Context: an optimization exercise on an open-source flow, tuned for small area, a short achievable clock period and few clock cycles per item. The choices shown serve that exercise and are no tape-out recipe. Function was checked by simulation only, so behaviour that the tests miss may differ from the original. Power and IR drop assume default switching activity.

== ember ==
==> flow/design.v (excerpt) <==
module freq_counter (
    input  wire        clk,
    input  wire        rst,           
    input  wire        cmd_valid,
    output wire        cmd_ready,
    input  wire [7:0]  cmd_opc,
    input  wire [7:0]  cmd_sym,
    input  wire        in_valid,
    output wire        in_ready,
    input  wire [31:0] in_data,       
    input  wire [2:0]  in_nbytes,     
    input  wire        in_last,       
    input  wire        in_err,        
    output reg         done,
    output reg  [3:0]  err,
    output reg  [15:0] result,
    output reg         freq_valid
);
Size: about 9600 cells after synthesis, ~4000 flip-flops, ~81 I/O pins, about 0.13 mm^2 of cells after synthesis.
Settings: LEC_CHECK=0, CAP_MARGIN=20, CORE_MARGIN=2, CORE_UTILIZATION=55, CTS_CLUSTER_DIAMETER=100, CTS_CLUSTER_SIZE=25, PLACE_DENSITY=0.65, SETUP_SLACK_MARGIN=4.85, SLEW_MARGIN=20; clock period 8.0 ns.
run.sh (not shown) runs the stock make flow with config.mk's settings and CLKGATE_MAP_FILE= SYNTH_SCRIPT=/design/flow/synth_recipe.tcl, a recipe that flattens the netlist after the stock synthesis.
ember: full flow OK, the timing, design-rule and antenna checks passed
Testbench counts of ember, summed over its fixed seeds: cycles 28,776, bytes 62,843.
What lagoon does differently from ember at the input level:
Settings: putting ABC_AREA at 1 where nothing was set; swapping 4.85 for 5.0 in SETUP_SLACK_MARGIN.
Notes after the runs:
- Diff ember -> lagoon | count of clock-net buffers in the final layout | down by a few percent
- Die: lagoon bigger than ember
- The run with more routed wire is lagoon, not ember.
- Where worst hold slack is concerned, ember is outperformed by lagoon.
- Cmp ember and lagoon / via total after detailed routing / lower: ember
- The total chip power was comparable across ember and lagoon.
- NOTE: number of cells in the finished layout apart from fillers in lagoon exceeds that of ember
- Synthesized cell count, ember and lagoon: smaller value in ember
- Global-route usage over all layers: lagoon vs ember up 0.27 points
- Sequential share of layout area came out lower on lagoon than on ember.
- In lagoon, the share of power burned in the clock network came out 0.2 points below the value in ember.
Edits applied to the flow inputs when going from lagoon to zinc:
Settings: a deleted ABC_AREA that had been 1; a change of CORE_UTILIZATION from 55 to 62; a change of PLACE_DENSITY from 0.65 to 0.72.
Results
Changes observed in zinc relative to lagoon: first-pass GRT wire length saw a decrease, number of buffers inserted to repair setup after CTS saw an increase. Number of search-and-repair iterations in the first detailed-routing pass, lagoon and zinc, higher one = zinc. Proportion of total power due to net switching delta (lagoon -> zinc): insignificant. Summary of zinc over lagoon: count of clock-net buffers in the final layout now larger; share of total power in sequential cells rose 0.2 points; fraction of the mapped netlist area in simple logic gates has decreased; full die area went down; final critical delay including setup and external delays grew by 0.016 ns. Diff lagoon -> zinc | non-clock buffer count | decrease of 9.


freq_counter, a different RTL version from the one above (not shown whole).
Size in the first run: ~12000 cells after synthesis, roughly 4000 flip-flops, about 81 I/O pins.
export LEC_CHECK = 0
export CAP_MARGIN = 20
export CORE_MARGIN = 2
export CORE_UTILIZATION = 70
export CTS_CLUSTER_DIAMETER = 100
export CTS_CLUSTER_SIZE = 25
export PLACE_DENSITY = 0.8
export SETUP_SLACK_MARGIN = 5.0
export SLEW_MARGIN = 20
create_clock -name core_clock -period 8.0 [get_ports {clk}]
Testbench counts at the start, summed over its fixed seeds: cycles 28,776, bytes 62,843.
==> next run, changes <==
- CORE_UTILIZATION: 70 -> 55
- PLACE_DENSITY: 0.8 -> 0.65
- SETUP_SLACK_MARGIN: 5.0 -> 4.7
Worst setup slack gets worse by 0.17 ns.
Maximum frequency goes down by 5.1%.
First-iteration DRC count decreases by 15%.


## job 2282
RTL: one of the versions met above, not the one the previous note started from.
For scale: roughly 9,600 cells after synthesis, ~81 I/O pins.
// freq_counter
module freq_counter (
    input  wire        clk,
    input  wire        rst,           
    input  wire        cmd_valid,
    output wire        cmd_ready,
    input  wire [7:0]  cmd_opc,
    input  wire [7:0]  cmd_sym,
    input  wire        in_valid,
    output wire        in_ready,
    input  wire [31:0] in_data,       
    input  wire [2:0]  in_nbytes,     
    input  wire        in_last,       
    input  wire        in_err,        
    output reg         done,
    output reg  [3:0]  err,
    output reg  [15:0] result,
    output reg         freq_valid
);
clock: 8.0 ns
lec_check: 0
cap_margin: 20
core_margin: 2
core_utilization: 55
cts_cluster_diameter: 100
cts_cluster_size: 25
place_density: 0.65
setup_slack_margin: 5.0
slew_margin: 20
tns_end_percent: 30
Testbench counts of job 2282, summed over its fixed seeds: cycles 28,776, bytes 62,843.
For job 3830, these inputs were changed with respect to job 2282:
Settings: CTS_CLUSTER_SIZE now 28, was 25; TNS_END_PERCENT no longer set, was 30; CTS_CLUSTER_DIAMETER now 120, was 100.
### Flow results
The run showing the greater clock tree buffer count of the final layout is job 2282. Relative to job 2282, design internal power has decreased by 1.7% in job 3830. Against job 2282, post-layout total power in job 3830 came out better. The net total in the final layout of job 3830 and that of job 2282 are within noise of each other. Job 3830 vs job 2282 — clock-pin transition on the worst setup and hold timing paths rose 20 ps. Between job 2282 and job 3830, the fraction of final layout cells with drive strength greater than 1 figures differ only marginally. Job 2282 → job 3830: via count shows no meaningful change, critical path data arrival time shows a reduction of 50 ps. Compared with job 2282, in job 3830 number of antenna violations at the first check in global routing moved up; wire length on met2 went down by 560 um. Minimum clock period (higher): job 2282.
The inputs of job 1272 differ from those of job 3830 as listed below.
Settings: swapping 120 for 100 in CTS_CLUSTER_DIAMETER; swapping 28 for 25 in CTS_CLUSTER_SIZE.
Notes after the runs:
- Taking job 3830 as the reference, in job 1272 minimum period implied by the final worst setup slack shrank by 5.7 ps; power attributed to combinational cells held steady; maximum single-stage delay on the critical path shrank by 150 ps; multiplexer share of the synthesized area held steady; global-route usage held steady.

[afterwards: timing with drivers on the ports]
The flow's constraints put no driver on any port. The routed layouts listed below were extracted and timed again, unchanged, in two steps. Step 1 (the two cells are an assumption about what drives the block):
set clk [get_ports {clk}]
set_driving_cell -lib_cell sky130_fd_sc_hd__clkbuf_16 $clk
set_driving_cell -lib_cell sky130_fd_sc_hd__buf_2 [delete_from_list [all_inputs] $clk]
Step 2 also shifts input and output timing later by t, the mid clock arrival at the registers, as if the neighbouring blocks saw the same clock. a / b / c = ideal ports / drivers / drivers and shift; a / b = the first two.
run | shift t [ns] | setup slack, ns | latest minus earliest clock arrival (ns) | worst register clock-pin slew, ns
ember | 0.960 | 4.852 / 4.819 / 4.234 | 0.042 / 0.041 | 0.11 / 0.11
lagoon | 0.977 | 4.978 / 4.904 / 4.255 | 0.050 / 0.050 | 0.11 / 0.11
zinc | 0.972 | 4.962 / 4.931 / 4.151 | 0.081 / 0.081 | 0.11 / 0.11
the first run of note 2 | 0.978 | 4.920 / 4.870 / 4.161 | 0.072 / 0.072 | 0.11 / 0.11
the second run of note 2 | 0.964 | 4.755 / 4.718 / 4.054 | 0.047 / 0.047 | 0.11 / 0.11
job 2282 | 0.958 | 4.911 / 4.911 / 4.149 | 0.050 / 0.051 | 0.11 / 0.11
job 3830 | 0.953 | 4.985 / 4.932 / 4.167 | 0.040 / 0.041 | 0.12 / 0.12
job 1272 | 0.958 | 4.990 / 4.937 / 4.280 | 0.048 / 0.048 | 0.11 / 0.11
After both steps every run listed still meets setup and hold. The setup slack of job 3830, which loses most, moves by -0.053 ns with the drivers and by -0.818 ns with both steps.
